Background: an optimization exercise with open tools, aiming at small area. Do not read the settings as production practice. Only simulation tests tie the RTL to the original design; equivalence was not proved. No driver is modelled on the clock port, so clock power and skew are understated where the tree is cut down; a real chip needs a root buffer or a tree. Power figures rest on the tool's default switching activity, not on a simulated workload.

==> trial 65 <==
==> flow/design.v (excerpt) <==
module pwm_softstart (
    input  wire       clk,
    input  wire       rst,
    input  wire       ramp_n,
    input  wire       tc_n,
    input  wire       step_n,
    output wire       motor,
    output wire [4:0] led,
    output wire [1:0] mstate,
    output wire [1:0] pidx_o
);
==> module pwm_softstart, before the edit <==
module pwm_softstart (
    input  wire       clk,
    input  wire       rst,
    input  wire       ramp_n,
    input  wire       tc_n,
    input  wire       step_n,
    output wire       motor,
    output wire [4:0] led,
    output wire [1:0] mstate,
    output wire [1:0] pidx_o
);
    localparam [1:0] MS_OFF = 2'd0, MS_ON = 2'd1, MS_RAMP = 2'd2, MS_PENDQ = 2'd3;
    localparam [2:0] PH_DISPATCH    = 3'd0;
    localparam [2:0] PH_TC          = 3'd1;
    localparam [2:0] PH_TC_SETTLE   = 3'd2;
    localparam [2:0] PH_STEP        = 3'd3;
    localparam [2:0] PH_STEP_SETTLE = 3'd4;
    localparam [2:0] PH_POFF_SETTLE = 3'd5;
    localparam [2:0] PH_RAMP_ON     = 3'd6;
    localparam [2:0] PH_RAMP_OFF    = 3'd7;
    localparam [18:0] ACC_INIT = 19'd486655;
    reg [1:0]  ms;
    reg [1:0]  pidx;
    reg        tc_latched, step_latched, ramp_prev;
    reg [2:0]  ph;
    reg [10:0] timer;
    reg [18:0] acc;
    wire ramping = (ph == PH_RAMP_ON) || (ph == PH_RAMP_OFF);
    wire [10:0] off_t = acc[18:8];
    assign mstate = ms;
    assign pidx_o = pidx;
    assign motor  = ms[0] | (ph == PH_RAMP_ON);
    assign led    = ms[0] ? 5'b11111 :
                    ramping ? {off_t < 11'd384, off_t < 11'd768, off_t < 11'd1144,
                               off_t < 11'd1528, 1'b1} : 5'b00000;
    wire ramp_edge = ramp_prev & ~ramp_n;
    reg [1:0] ms1;
    always @(*) begin
        ms1 = ms;
        if (ramp_edge) begin
            if (ms == MS_OFF)     ms1 = MS_RAMP;
            else if (ms == MS_ON) ms1 = MS_PENDQ;
        end
    end
    reg [18:0] slope;
    always @(*) begin
        case (pidx)
            2'd0:    slope = 19'd1946;
            2'd1:    slope = 19'd3891;
            2'd2:    slope = 19'd9728;
            default: slope = 19'd19456;
        endcase
    end
    wire        begin_ramp = (ph == PH_DISPATCH) && (ms1 == MS_RAMP);
    wire        next_per   = (ph == PH_RAMP_OFF) && (timer == 11'd0);
    wire [18:0] acc_next   = (begin_ramp ? ACC_INIT : acc) - ((begin_ramp | next_per) ? slope : 19'd0);
    wire        ramp_done  = (acc_next[18:11] == 8'd0);
    wire        timer_zero = (timer == 11'd0);
    always @(posedge clk) begin
        timer <= timer - 1'b1;
        acc   <= acc_next;
        if (rst) begin
            ms           <= MS_OFF;
            pidx         <= 2'd0;
            tc_latched   <= 1'b0;
            step_latched <= 1'b0;
            ph           <= PH_DISPATCH;
            ramp_prev    <= 1'b0;
        end else begin
            ramp_prev <= ramp_n;
            ms        <= ms1;
            case (ph)
                PH_DISPATCH: begin
                    if (ms1 == MS_RAMP) begin
                        timer <= 11'd1999;
                        ph    <= PH_RAMP_ON;
                    end else if (ms1 == MS_PENDQ && ramp_n) begin
                        timer <= 11'd999;
                        ph    <= PH_POFF_SETTLE;
                    end else begin
                        ph <= PH_TC;
                    end
                end
                PH_TC: begin
                    tc_latched <= ~tc_n;
                    if (!tc_n && !tc_latched) begin
                        timer <= 11'd999;
                        ph    <= PH_TC_SETTLE;
                    end else begin
                        ph <= PH_STEP;
                    end
                end
                PH_TC_SETTLE: begin
                    if (timer_zero) begin
                        pidx <= pidx + 2'd1;
                        ph   <= PH_STEP;
                    end
                end
                PH_STEP: begin
                    step_latched <= ~step_n;
                    if (!step_n && !step_latched) begin
                        timer <= 11'd999;
                        ph    <= PH_STEP_SETTLE;
                    end else begin
                        ph <= PH_DISPATCH;
                    end
                end
                PH_STEP_SETTLE: begin
                    if (timer_zero) begin
                        if (ms1 == MS_OFF)     ms <= MS_ON;
                        else if (ms1 == MS_ON) ms <= MS_OFF;
                        ph <= PH_DISPATCH;
                    end
                end
                PH_POFF_SETTLE: begin
                    if (timer_zero) begin
                        ms <= MS_OFF;
                        ph <= PH_TC;
                    end
                end
                PH_RAMP_ON: begin
                    if (timer == off_t)
                        ph <= PH_RAMP_OFF;
                end
                default: begin  
                    if (timer_zero) begin
                        if (ramp_done) begin
                            ms <= MS_ON;
                            ph <= PH_TC;
                        end else begin
                                timer <= 11'd1999;
                            ph    <= PH_RAMP_ON;
                        end
                    end
                end
            endcase
        end
    end
endmodule
export LEC_CHECK = 0
export CAP_MARGIN = 20
export CORE_MARGIN = 2
export CORE_UTILIZATION = 75
export CTS_BUF_LIST = sky130_fd_sc_hd__clkbuf_4
export SLEW_MARGIN = 20
create_clock -name core_clock -period 10.0 [get_ports {clk}]
standard.sh (not shown) runs the stock make flow with config.mk's settings and CLKGATE_MAP_FILE= SYNTH_SCRIPT=/design/flow/synth_recipe.tcl, a recipe that flattens the netlist after the stock synthesis.
==> flow/flow/run.sh <==
#!/bin/bash
# Layout flow: the standard ORFS flow, with an area-oriented ABC script in
# synthesis (no adder-cell mapping, no Kogge-Stone carry lookahead) and plain
# buf_1 cells as the port buffers. Registers come out as in the standard
# synthesis: only the combinational mapping differs.
set -euo pipefail
W=$(pwd)
F=$W/flow
# synth.tcl with abc run on flow/abc.script instead of the ORFS speed script
sed -e "s#log_cmd abc {\*}\$abc_args#log_cmd abc -script $F/abc.script {*}[lrange \$abc_args 2 end]#" \
    "$FLOW_HOME/scripts/synth.tcl" > "$W/own_synth.tcl"
grep -q "abc -script $F/abc.script" "$W/own_synth.tcl"
sed -e "s#source \$::env(SCRIPTS_DIR)/synth.tcl#source $W/own_synth.tcl#" \
    "$W/synth_recipe.tcl" > "$W/own_synth_recipe.tcl"
grep -q "source $W/own_synth.tcl" "$W/own_synth_recipe.tcl"
bash "$W/standard.sh" \
    "SYNTH_SCRIPT=$W/own_synth_recipe.tcl" \
    "ADDER_MAP_FILE=" \
    "SYNTH_OPERATIONS_ARGS=-noshare" \
    "BUFFER_PORTS_ARGS=-buffer_cell sky130_fd_sc_hd__buf_1" \
    finish > "$W/make_flow.log" 2>&1
test -f "$W/out/final.def"
==> flow/flow/abc.script <==
strash
&get -n
&fraig -x
&put
scorr
dc2
strash
&get -n
&dch -f
&nf -R 1000
&put
==> trial 18 (differences from trial 65) <==
--- a/flow/design.v
+++ b/flow/design.v
@@ -10,14 +10,14 @@
     output wire [1:0] pidx_o
 );
     localparam [1:0] MS_OFF = 2'd0, MS_ON = 2'd1, MS_RAMP = 2'd2, MS_PENDQ = 2'd3;
-    localparam [2:0] PH_DISPATCH    = 3'd0;
-    localparam [2:0] PH_TC          = 3'd1;
-    localparam [2:0] PH_TC_SETTLE   = 3'd2;
-    localparam [2:0] PH_STEP        = 3'd3;
-    localparam [2:0] PH_STEP_SETTLE = 3'd4;
-    localparam [2:0] PH_POFF_SETTLE = 3'd5;
+    localparam [2:0] PH_DISPATCH    = 3'd5;
+    localparam [2:0] PH_TC          = 3'd2;
+    localparam [2:0] PH_TC_SETTLE   = 3'd3;
+    localparam [2:0] PH_STEP        = 3'd1;
+    localparam [2:0] PH_STEP_SETTLE = 3'd7;
+    localparam [2:0] PH_POFF_SETTLE = 3'd4;
     localparam [2:0] PH_RAMP_ON     = 3'd6;
-    localparam [2:0] PH_RAMP_OFF    = 3'd7;
+    localparam [2:0] PH_RAMP_OFF    = 3'd0;
     localparam [18:0] ACC_INIT = 19'd486655;
     reg [1:0]  ms;
     reg [1:0]  pidx;
==> flow/flow/run.sh (replaced) <==
#!/bin/bash
# Layout flow: the standard ORFS flow, with
#  - an area-oriented ABC script in synthesis (flow/abc.script; no adder-cell
#    mapping, no Kogge-Stone carry lookahead). Registers come out as in the
#    standard synthesis: only the combinational mapping differs.
#  - plain buf_1 cells as the port buffers,
#  - one clock buffer (cell in flow/clk_buf) at the centre of the flip-flops
#    instead of TritonCTS's H-tree (flow/cts_hook.tcl).
# make's full output goes to make_flow.log; ORFS's per-step logs to orfs/logs.
set -euo pipefail
W=$(pwd)
F=$W/flow
# synth.tcl with abc run on flow/abc.script instead of the ORFS speed script
sed -e "s#log_cmd abc {\*}\$abc_args#log_cmd abc -script $F/abc.script {*}[lrange \$abc_args 2 end]#" \
    "$FLOW_HOME/scripts/synth.tcl" > "$W/own_synth.tcl"
grep -q "abc -script $F/abc.script" "$W/own_synth.tcl"
sed -e "s#source \$::env(SCRIPTS_DIR)/synth.tcl#source $W/own_synth.tcl#" \
    "$W/synth_recipe.tcl" > "$W/own_synth_recipe.tcl"
grep -q "source $W/own_synth.tcl" "$W/own_synth_recipe.tcl"
export CLK_BUF_FILE="$F/clk_buf"
bash "$W/standard.sh" \
    "SYNTH_SCRIPT=$W/own_synth_recipe.tcl" \
    "ADDER_MAP_FILE=" \
    "SYNTH_OPERATIONS_ARGS=-noshare" \
    "BUFFER_PORTS_ARGS=-buffer_cell sky130_fd_sc_hd__buf_1" \
    "PRE_CTS_TCL=$F/cts_hook.tcl" \
    finish > "$W/make_flow.log" 2>&1
test -f "$W/out/final.def"
==> flow/flow/abc.script (replaced) <==
strash
&get -n
&fraig -x
&put
scorr
dc2
strash
&get -n
&deepsyn -T 60 -S 7
&put
strash
&get -n
&dch -f
&nf -R 1000
&put
==> flow/flow/clk_buf (new file) <==
2 sky130_fd_sc_hd__clkbuf_8
==> flow/flow/cts_hook.tcl (new file) <==
# PRE_CTS hook: in place of TritonCTS's two-level H-tree (five buffers for
# this design's 40 flip-flops), the clock port drives K clock buffers
# directly, each placed at the centre of a cluster of flip-flops and driving
# that cluster's clock pins. flow/clk_buf holds K and the buffer cell. Every
# flip-flop's clock passes through one buffer of the same cell, with no
# skew added on purpose.
lassign [string trim [exec cat $::env(CLK_BUF_FILE)]] nbuf clk_buf_cell
set block [ord::get_db_block]
set dbu [$block getDbUnitsPerMicron]
# flip-flops as {name x y} in microns, sorted by x then y
set ffs {}
foreach inst [$block getInsts] {
  if {[[$inst getMaster] isSequential]} {
    set bb [$inst getBBox]
    lappend ffs [list [$inst getName] \
      [expr {([$bb xMin] + [$bb xMax]) / 2.0 / $dbu}] \
      [expr {([$bb yMin] + [$bb yMax]) / 2.0 / $dbu}]]
  }
}
set ffs [lsort -real -index 1 [lsort -real -index 2 $ffs]]
set n [llength $ffs]
# k-means, started from K equal slices of the x-sorted list
set cents {}
for {set k 0} {$k < $nbuf} {incr k} {
  set lo [expr {$k * $n / $nbuf}]
  set hi [expr {($k + 1) * $n / $nbuf - 1}]
  set sx 0.0; set sy 0.0
  foreach f [lrange $ffs $lo $hi] { set sx [expr {$sx + [lindex $f 1]}]; set sy [expr {$sy + [lindex $f 2]}] }
  set m [expr {$hi - $lo + 1}]
  lappend cents [list [expr {$sx / $m}] [expr {$sy / $m}]]
}
for {set it 0} {$it < 20} {incr it} {
  set groups [lrepeat $nbuf {}]
  foreach f $ffs {
    set best 0; set bd 1e30
    for {set k 0} {$k < $nbuf} {incr k} {
      lassign [lindex $cents $k] cx cy
      set d [expr {([lindex $f 1] - $cx) ** 2 + ([lindex $f 2] - $cy) ** 2}]
      if {$d < $bd} { set bd $d; set best $k }
    }
    lset groups $best [concat [lindex $groups $best] [list $f]]
  }
  set cents {}
  foreach g $groups {
    set sx 0.0; set sy 0.0
    foreach f $g { set sx [expr {$sx + [lindex $f 1]}]; set sy [expr {$sy + [lindex $f 2]}] }
    set m [expr {max(1, [llength $g])}]
    lappend cents [list [expr {$sx / $m}] [expr {$sy / $m}]]
  }
}
set k 0
foreach g $groups c $cents {
  if {[llength $g] == 0} continue
  set pins {}
  foreach f $g {
    set inst [$block findInst [lindex $f 0]]
    foreach it [$inst getITerms] {
      if {[$it isClocked]} { lappend pins [get_pins -of_objects [get_cells [lindex $f 0]] -filter "name == [[$it getMTerm] getName]"] }
    }
  }
  puts "PRE_CTS hook: $clk_buf_cell $k drives [llength $pins] clock pins, at $c"
  insert_buffer -buffer_cell $clk_buf_cell -net clk -load_pins $pins \
    -location $c -buffer_name clkbuf_$k -net_name clknet_$k
  incr k
}
rename clock_tree_synthesis tritoncts_clock_tree_synthesis
proc clock_tree_synthesis {args} {
  puts "clock_tree_synthesis skipped: the PRE_CTS hook buffered the clock"
}
==> flow/config.mk (replaced) <==
export PLATFORM = sky130hd
export DESIGN_NAME = pwm_softstart
export DESIGN_NICKNAME = pwm_softstart
export VERILOG_FILES = /design/flow/design.v
export SDC_FILE = /design/flow/constraint.sdc
export NUM_CORES = 4
export LEC_CHECK = 0
export CAP_MARGIN = 0
export CORE_AREA = 2.5 2.5 60.5 60.5
export DIE_AREA = 0 0 63 63
export SLEW_MARGIN = 0
==> build 44 (differences from trial 65) <==
--- a/flow/config.mk
+++ b/flow/config.mk
@@ -7,6 +7,5 @@
 export LEC_CHECK = 0
 export CAP_MARGIN = 20
 export CORE_MARGIN = 2
-export CORE_UTILIZATION = 75
-export CTS_BUF_LIST = sky130_fd_sc_hd__clkbuf_4
+export CORE_UTILIZATION = 40
 export SLEW_MARGIN = 20
==> summary.txt <==
----------------------------------------------------
[Synth]
  Post-synthesis compound-gate area fraction ... 0.156
  Post-synthesis share of cell area spent on and, or, nand and nor gates ... 0.288

[Min path]
  Worst min-delay path endpoint ... timer[0]

[Finish]
  Fin util ... 0.837
  Area used by multi-input combinational logic ... around 1300 sq um

[GRT]
  Met1 global-route usage ... 0.413

[Power and ir drop]
  Power spent charging and discharging nets ... 309 uW

[Die]
  Effective utilization at floorplan ... 0.778

[Critical path]
  Critical path data required time ... 10.21 ns

[Outcome]
  Status ... no timing/DRC/antenna violations

----------------------------------------------------
# the run above: trial 65

==> summary.txt <==
----------------------------------------------------
[Die]
  Effective utilization at floorplan ... 0.603

[Power and ir drop]
  Power spent charging and discharging nets ... 147 uW
  P_seq ... 229 uW

[Min path]
  Worst min-delay path endpoint ... tc_latched

[Route]
  Sum of routed wire length over all layers ... between 4000 and 5000 microns
  Via total after detailed routing ... 1801

[Finish]
  Fin util ... 0.645

[Outcome]
  Status ... no timing/DRC/antenna violations

[Synth]
  Post-synthesis share of cell area spent on and, or, nand and nor gates ... 0.295

[Critical path]
  Critical path data required time ... roughly 10 ns

[Timing]
  Setup TNS after final layout ... 0 ns

----------------------------------------------------
# the run above: trial 18

==> summary.txt <==
----------------------------------------------------
[Finish]
  Area used by multi-input combinational logic ... 1310 sq um

[Critical path]
  Critical path data required time ... a little over 10 ns

[Synth]
  Post-synthesis compound-gate area fraction ... 0.156
  Post-synthesis share of cell area spent on and, or, nand and nor gates ... 0.288

[GRT]
  Met1 global-route usage ... 0.240

[Outcome]
  Status ... no timing/DRC/antenna violations

----------------------------------------------------
# the run above: build 44

In trial 18 the design's own scripts or RTL, not TritonCTS, make the clock network.

-- static timing again, ports no longer ideal --
The results above use ideal ports. As a check the final layouts listed here were re-extracted and re-timed, cells and wires unchanged.
Step 1, drivers: a clkbuf_16 drives clk and a buf_2 each remaining input, both assumed.
Step 2 also shifts input and output timing later by t, the mid clock arrival at the registers, as if the neighbouring blocks saw the same clock.
a / b / c = ideal / step 1 / step 2; a / b = the first two.
run | t (ns) | slack for setup (ns) | worst setup path after step 2
trial 65 | 0.372 | 2.060 / 2.059 / 1.689 | input to register
trial 18 | 0.200 | 1.174 / 1.174 / 1.174 | register to register
build 44 | 0.315 | 1.818 / 1.825 / 1.511 | input to register
After both steps every run listed still meets setup and hold. For trial 65, which loses most, drivers alone change the setup slack by -0.001 ns; drivers and shift together by -0.371 ns.
